What follows belongs to an exercise in optimizing a design on an open flow for small area, a short achievable clock period and few clock cycles per item; a production flow would make more cautious choices.
Function was checked by simulation only, so behaviour that the tests miss may differ from the original.
No activity file was given, so power comes from the tool's default toggle rates.

## mul_unit
module mul_unit (
    input  wire        clk,
    input  wire        rst,         
    input  wire        in_valid,
    output wire        in_ready,
    input  wire [31:0] a,
    input  wire [31:0] b,
    input  wire [31:0] c,
    input  wire [5:0]  shift,
    input  wire        signed_op,
    input  wire        trunc,
    output reg         out_valid,
    output reg  [63:0] r,
    output reg         ovf32
);
    assign in_ready = 1'b1;
    wire [32:0] bx = {b, 1'b0};             
    wire [15:0] e_neg, e_one, e_two;
    genvar gi, gj;
    generate
        for (gi = 0; gi < 16; gi = gi + 1) begin : g_enc
            wire x2 = bx[2*gi+2], x1 = bx[2*gi+1], x0 = bx[2*gi];
            assign e_neg[gi] = x2 & ~(x1 & x0);
            assign e_one[gi] = x1 ^ x0;
            assign e_two[gi] = (x2 & ~x1 & ~x0) | (~x2 & x1 & x0);
        end
    endgenerate
    reg        v0, v1, v2;
    reg [32:0] ax;
    reg [15:0] neg, one, two;
    reg        hi0;
    reg [31:0] c0;
    reg [5:0]  sh0;
    reg        sg0, tr0;
    always @(posedge clk) begin
        ax  <= {signed_op & a[31], a};
        neg <= e_neg;
        one <= e_one;
        two <= e_two;
        hi0 <= ~signed_op & b[31];
        c0  <= c;
        sh0 <= shift;
        sg0 <= signed_op;
        tr0 <= trunc;
    end
    wire [33:0] pp [0:15];
    wire [15:0] pps;                        
    wire [34:0] axx = {ax[32], ax, 1'b0};
    generate
        for (gi = 0; gi < 16; gi = gi + 1) begin : g_pp
            for (gj = 0; gj < 34; gj = gj + 1) begin : g_bit
                mul_unit_pp u_pp (.x1(axx[gj+1]), .x2(axx[gj]), .one(one[gi]),
                                  .two(two[gi]), .neg(neg[gi]), .p(pp[gi][gj]));
            end
            mul_unit_ppn u_ppn (.x(ax[32]), .one(one[gi]), .two(two[gi]),
                                .neg(neg[gi]), .pn(pps[gi]));
        end
    endgenerate
    wire [31:0] pp16 = {32{hi0}} & ax[31:0];
    wire hs1, hk2;
    mul_unit_ha u_hs1 (.a(neg[1]), .b(pp[0][2]), .s(hs1), .co(hk2));
    wire hs3, hk4;
    mul_unit_ha u_hs3 (.a(pp[0][3]), .b(pp[1][1]), .s(hs3), .co(hk4));
    wire fs5, fk6;
  ...
For scale: about 3700 cells after synthesis, about 170 I/O pins.
Settings: LEC_CHECK=0, CAP_MARGIN=20, CORE_MARGIN=2, CORE_UTILIZATION=50, CTS_CLUSTER_DIAMETER=70, CTS_CLUSTER_SIZE=36, SLEW_MARGIN=20, SYNTH_HIERARCHICAL=1; clock period 19.0 ns.
standard.sh (not shown) runs the stock make flow with config.mk's settings and CLKGATE_MAP_FILE= SYNTH_SCRIPT=/design/flow/synth_recipe.tcl, a recipe that flattens the netlist after the stock synthesis.
==> flow/flow/run.sh <==
#!/bin/bash
set -euo pipefail
MARGIN=$(cat flow/margin.txt)
CTS="-sink_clustering_enable -repair_clock_nets -sink_clustering_size 36 -sink_clustering_max_diameter 70 -wire_unit 10"
bash standard.sh synth > synth.log 2>&1
RESULTS=orfs/results/${FLOW_PLATFORM}/mul_unit/base openroad -no_init -exit flow/downsize.tcl > downsize.log 2>&1
touch orfs/results/${FLOW_PLATFORM}/mul_unit/base/1_synth.sdc
bash standard.sh SETUP_SLACK_MARGIN=$MARGIN "BUFFER_PORTS_ARGS=-buffer_cell sky130_fd_sc_hd__buf_1" "CTS_ARGS=$CTS" finish > layout.log 2>&1
==> flow/flow/downsize.tcl <==
# Resize every combinational cell of the synthesized netlist to the smallest
# drive strength of its kind (registers and their cell types stay as
# synthesis made them); the layout's timing repair then sizes up only the
# cells its paths need.
set results $::env(RESULTS)
read_db $results/1_synth.odb
set db [ord::get_db]
set n 0
set before 0.0
set after 0.0
foreach inst [[ord::get_db_block] getInsts] {
  set m [$inst getMaster]
  set name [$m getName]
  if {![regexp {^(sky130_fd_sc_hd__[a-z0-9]+)_(\d+)$} $name -> base drive]} { continue }
  if {[regexp {df|dl|sdf|edf|conb|tap|fill|decap|clkbuf|clkinv|clkdly|dlygate|dlymetal|probe|lpflow} $base]} { continue }
  set best ""
  set bestw 1e9
  foreach d {1 0 2} {
    set cand [$db findMaster ${base}_$d]
    if {$cand eq "NULL" || $cand eq ""} { continue }
    if {[$cand getWidth] < $bestw} { set best $cand; set bestw [$cand getWidth] }
  }
  if {$best eq "" || [$best getName] eq $name} { continue }
  if {[$best getWidth] >= [$m getWidth]} { continue }
  if {[$inst swapMaster $best]} { incr n }
}
puts "downsized $n instances"
write_db $results/1_synth.odb
==> flow/flow/margin.txt <==
14.12
The starting point completed with no timing, DRC or antenna violations.
Testbench counts at the start, summed over its fixed seeds: cycles 16,032, ops 16,000.
Change:
==> flow/flow/run.sh (replaced) <==
#!/bin/bash
set -euo pipefail
MARGIN=$(cat flow/margin.txt)
bash standard.sh synth > synth.log 2>&1
RESULTS=orfs/results/${FLOW_PLATFORM}/mul_unit/base openroad -no_init -exit flow/downsize.tcl > downsize.log 2>&1
touch orfs/results/${FLOW_PLATFORM}/mul_unit/base/1_synth.sdc
bash standard.sh SETUP_SLACK_MARGIN=$MARGIN "BUFFER_PORTS_ARGS=-buffer_cell sky130_fd_sc_hd__buf_1" finish > layout.log 2>&1
==> flow/flow/margin.txt (replaced) <==
14.0
CORE_UTILIZATION = 40   (was 50)
CTS_CLUSTER_DIAMETER = not set   (was 70)
CTS_CLUSTER_SIZE = not set   (was 36)
Outcome:
- The changed run passed the timing, DRC and antenna checks
- register-to-register slack got worse by 0.12 ns
- power rose by 3.2%
- global-route usage fell by 5.7 points
- fmax fell by 2.3%
- cell count rose by 5.5%
- combinational power is about the same
- sequential share of layout area fell by 0.33 points
- area after synthesis is unchanged
- wire length rose by 2.8%
- design area rose by 1.6%
- clock skew fell by 0.030 ns
Change:
--- a/flow/flow/run.sh
+++ b/flow/flow/run.sh
@@ -3,0 +4 @@
+CTS="-sink_clustering_enable -repair_clock_nets -sink_clustering_size 36 -sink_clustering_max_diameter 70 -wire_unit 10"
@@ -7 +8 @@
-bash standard.sh SETUP_SLACK_MARGIN=$MARGIN "BUFFER_PORTS_ARGS=-buffer_cell sky130_fd_sc_hd__buf_1" finish > layout.log 2>&1
+bash standard.sh SETUP_SLACK_MARGIN=$MARGIN "BUFFER_PORTS_ARGS=-buffer_cell sky130_fd_sc_hd__buf_1" "CTS_ARGS=$CTS" finish > layout.log 2>&1
==> flow/flow/margin.txt (replaced) <==
14.12
CORE_UTILIZATION = 60   (was 40)
CTS_CLUSTER_DIAMETER = 70   (was not set)
CTS_CLUSTER_SIZE = 36   (was not set)
After rerunning: Cell count decreases by roughly a tenth; combinational power is higher by a few percent; maximum frequency grows slightly; first-iteration DRC count came out higher by about a fifth; worst setup slack gains 0.040 ns; non-clock buffer count goes down by 9; sequential share of layout area climbs by 0.59 points; clock skew goes up by 0.015 ns; die area is lower by a quarter to a third; total power fell slightly.

---

rev 12:
mul_unit, a different RTL version from the one above (not shown whole).
Size in the first run: about 3700 cells after synthesis, roughly 170 I/O pins, about 0.039 sq mm of cells after synthesis.
==> flow/config.mk <==
export PLATFORM = sky130hd
export DESIGN_NAME = mul_unit
export DESIGN_NICKNAME = mul_unit
export VERILOG_FILES = /design/flow/design.v
export SDC_FILE = /design/flow/constraint.sdc
export NUM_CORES = 4
export LEC_CHECK = 0
export CAP_MARGIN = 20
export CORE_MARGIN = 2
export CORE_UTILIZATION = 55
export SLEW_MARGIN = 20
export SYNTH_HIERARCHICAL = 1
==> flow/constraint.sdc <==
create_clock -name core_clock -period 19.0 [get_ports {clk}]
set_input_delay 3.8000 -clock core_clock [delete_from_list [all_inputs] [get_ports {clk}]]
set_output_delay 3.8000 -clock core_clock [all_outputs]
set_load 0.01 [all_outputs]
==> flow/flow/run.sh <==
#!/bin/bash
set -euo pipefail
MARGIN=$(cat flow/margin.txt)
bash standard.sh synth > synth.log 2>&1
RESULTS=orfs/results/${FLOW_PLATFORM}/mul_unit/base openroad -no_init -exit flow/downsize.tcl > downsize.log 2>&1
touch orfs/results/${FLOW_PLATFORM}/mul_unit/base/1_synth.sdc
bash standard.sh SETUP_SLACK_MARGIN=$MARGIN finish > layout.log 2>&1
==> flow/flow/margin.txt <==
13.7
Scripts as last shown in full above: flow/flow/downsize.tcl
Testbench counts of rev 12, summed over its fixed seeds: cycles 16,032, ops 16,000.
For rev 13, these inputs were changed with respect to rev 12:
- changing CORE_UTILIZATION from 55 to 40
==> flow/flow/margin.txt <==
14.0
[summary]
- Between rev 13 and rev 12, the difference in area of the multi-input gates is negligible.
- The higher total length of routed met3 wires of rev 13 and rev 12 is in rev 12.
- What rev 13 reported for well tap count has to be multiplied by 0.74 to get the figure for rev 12.
- Comparing rev 13 and rev 12, cell area is lower on rev 12.
- Rev 13: combinational power share 0.9 points below rev 12
- Any difference in final hold slack between rev 13 and rev 12 is small enough to ignore.
- The final cycle utilization of the critical path reported for rev 13 is smaller than that of rev 12 by 1.7 points.
- Changes observed in rev 13 relative to rev 12: via count saw a decrease; global-route met1 utilization saw a decrease; wire length on met1 saw an increase; part of the power in the clock network saw an increase.

---

== exp/onyx ==
RTL: one of the versions met above, not the one the previous note started from.
Size in the first run: ~3700 cells after synthesis, about 170 I/O pins, about 39000 um^2 of cells after synthesis.
## mul_unit
module mul_unit (
    input  wire        clk,
    input  wire        rst,         
    input  wire        in_valid,
    output wire        in_ready,
    input  wire [31:0] a,
    input  wire [31:0] b,
    input  wire [31:0] c,
    input  wire [5:0]  shift,
    input  wire        signed_op,
    input  wire        trunc,
    output reg         out_valid,
    output reg  [63:0] r,
    output reg         ovf32
);
    assign in_ready = 1'b1;
    wire [32:0] bx = {b, 1'b0};             
    wire [15:0] e_neg, e_one, e_two;
    genvar gi, gj;
    generate
        for (gi = 0; gi < 16; gi = gi + 1) begin : g_enc
            wire x2 = bx[2*gi+2], x1 = bx[2*gi+1], x0 = bx[2*gi];
            assign e_neg[gi] = x2 & ~(x1 & x0);
            assign e_one[gi] = x1 ^ x0;
            assign e_two[gi] = (x2 & ~x1 & ~x0) | (~x2 & x1 & x0);
        end
    endgenerate
    reg        v0, v1, v2;
    reg [32:0] ax;
    reg [15:0] neg, one, two;
    reg        hi0;
    reg [31:0] c0;
    reg [5:0]  sh0;
    reg        sg0, tr0;
    always @(posedge clk) begin
        ax  <= {signed_op & a[31], a};
        neg <= e_neg;
        one <= e_one;
        two <= e_two;
        hi0 <= ~signed_op & b[31];
        c0  <= c;
        sh0 <= shift;
        sg0 <= signed_op;
        tr0 <= trunc;
    end
    wire [33:0] pp [0:15];
    wire [15:0] pps;                        
    wire [34:0] axx = {ax[32], ax, 1'b0};
    generate
        for (gi = 0; gi < 16; gi = gi + 1) begin : g_pp
            for (gj = 0; gj < 34; gj = gj + 1) begin : g_bit
                mul_unit_pp u_pp (.x1(axx[gj+1]), .x2(axx[gj]), .one(one[gi]),
                                  .two(two[gi]), .neg(neg[gi]), .p(pp[gi][gj]));
            end
            mul_unit_ppn u_ppn (.x(ax[32]), .one(one[gi]), .two(two[gi]),
                                .neg(neg[gi]), .pn(pps[gi]));
        end
    endgenerate
    wire [31:0] pp16 = {32{hi0}} & ax[31:0];
    wire hs1, hk2;
  ...
Settings: LEC_CHECK=0, CAP_MARGIN=20, CORE_MARGIN=2, CORE_UTILIZATION=40, CTS_CLUSTER_DIAMETER=100, CTS_CLUSTER_SIZE=30, SLEW_MARGIN=20, SYNTH_HIERARCHICAL=1; clock period 19.0 ns.
==> flow/flow/run.sh <==
#!/bin/bash
set -euo pipefail
MARGIN=$(cat flow/margin.txt)
bash standard.sh synth > synth.log 2>&1
RESULTS=orfs/results/${FLOW_PLATFORM}/mul_unit/base openroad -no_init -exit flow/downsize.tcl > downsize.log 2>&1
touch orfs/results/${FLOW_PLATFORM}/mul_unit/base/1_synth.sdc
bash standard.sh SETUP_SLACK_MARGIN=$MARGIN "BUFFER_PORTS_ARGS=-buffer_cell sky130_fd_sc_hd__buf_1" finish > layout.log 2>&1
==> flow/flow/margin.txt <==
14.0
Scripts as last shown in full above: flow/flow/downsize.tcl
Testbench counts of exp/onyx, summed over its fixed seeds: cycles 16,032, ops 16,000.
> inputs changed (exp/onyx -> exp/indigo)
# exp/onyx
export LEC_CHECK = 0
export CAP_MARGIN = 20
export CORE_MARGIN = 2
export CORE_UTILIZATION = 40
export CTS_CLUSTER_DIAMETER = 100
export CTS_CLUSTER_SIZE = 30
export SLEW_MARGIN = 20
export SYNTH_HIERARCHICAL = 1
create_clock -name core_clock -period 19.0 [get_ports {clk}]
# exp/indigo
export LEC_CHECK = 0
export CAP_MARGIN = 20
export CORE_MARGIN = 2
export CORE_UTILIZATION = 40
export CTS_CLUSTER_DIAMETER = 70
export CTS_CLUSTER_SIZE = 36
export SLEW_MARGIN = 20
export SYNTH_HIERARCHICAL = 1
create_clock -name core_clock -period 19.0 [get_ports {clk}]
### Flow results
Looking at exp/indigo and exp/onyx, the post-route clock period utilization is a wash.
Delta (exp/indigo minus exp/onyx): post-synthesis to final-layout area growth has increased, relative contribution of combinational cells to total power has decreased, count of clock-buffer cells in the layout has increased.
On final wirelength, exp/onyx tracks exp/indigo almost exactly.
Per the comparison of exp/indigo with exp/onyx, area of all placed cells without fillers went up by 0.36%, minimum period implied by the final worst setup slack went down by 15 ps, met2 usage was more or less identical.
Edits applied to the flow inputs when going from exp/indigo to exp/maple:
==> flow/flow/run.sh <==
#!/bin/bash
set -euo pipefail
MARGIN=$(cat flow/margin.txt)
CTS="-sink_clustering_enable -repair_clock_nets -sink_clustering_size 36 -sink_clustering_max_diameter 70 -wire_unit 10"
bash standard.sh synth > synth.log 2>&1
RESULTS=orfs/results/${FLOW_PLATFORM}/mul_unit/base openroad -no_init -exit flow/downsize.tcl > downsize.log 2>&1
touch orfs/results/${FLOW_PLATFORM}/mul_unit/base/1_synth.sdc
bash standard.sh SETUP_SLACK_MARGIN=$MARGIN "BUFFER_PORTS_ARGS=-buffer_cell sky130_fd_sc_hd__buf_1" "CTS_ARGS=$CTS" finish > layout.log 2>&1
==> flow/flow/margin.txt <==
14.05
Notes after the runs:
- On maximum cell stage delay along the critical path: between exp/indigo and exp/maple, it ends up higher for exp/indigo.
- exp/indigo → exp/maple: final critical delay including setup and external delays shrank by 45 ps, wire length on met3 now smaller, share of the clock period used by the worst path went down by 0.24 points, wire length now sits higher.
- Going from exp/indigo to exp/maple, global-route met2 utilization now sits higher; area after detailed placement shows no meaningful change; net switching component of the power has increased; share of cell area taken by multi-input logic gates lower.

port drivers added, routing unchanged:
In the flow no input, the clock included, has a driving cell. The finished layouts below were timed again as built, in two steps. Step 1 sets driving cells, clkbuf_16 on the clock port and buf_2 on the other inputs (assumed; they add their load-dependent delay and slew). Step 2 adds t to the input delays and takes it off the output delays; t is the mean of the earliest and latest rising clock arrival at the registers after step 1. Input paths then give back, and output paths get back, about the clock's delay inside the block. Slacks: ideal / step 1 / step 2; pairs: ideal / step 1.
run	t, ns	slack for setup (ns)	clock arrival spread, ns
the first run of note 1	0.618	14.161 / 14.088 / 14.208	0.058 / 0.058
the second run of note 1	0.727	14.049 / 13.977 / 14.092	0.026 / 0.026
the third run of note 1	0.705	14.090 / 14.018 / 14.249	0.042 / 0.042
rev 12	0.679	13.741 / 13.673 / 14.059	0.023 / 0.024
rev 13	0.712	14.071 / 13.998 / 14.074	0.035 / 0.035
exp/onyx	0.725	14.053 / 13.983 / 14.073	0.067 / 0.066
exp/indigo	0.678	14.069 / 13.996 / 14.111	0.045 / 0.045
exp/maple	0.629	14.114 / 14.042 / 14.160	0.054 / 0.053
After both steps every run listed still meets setup and hold.
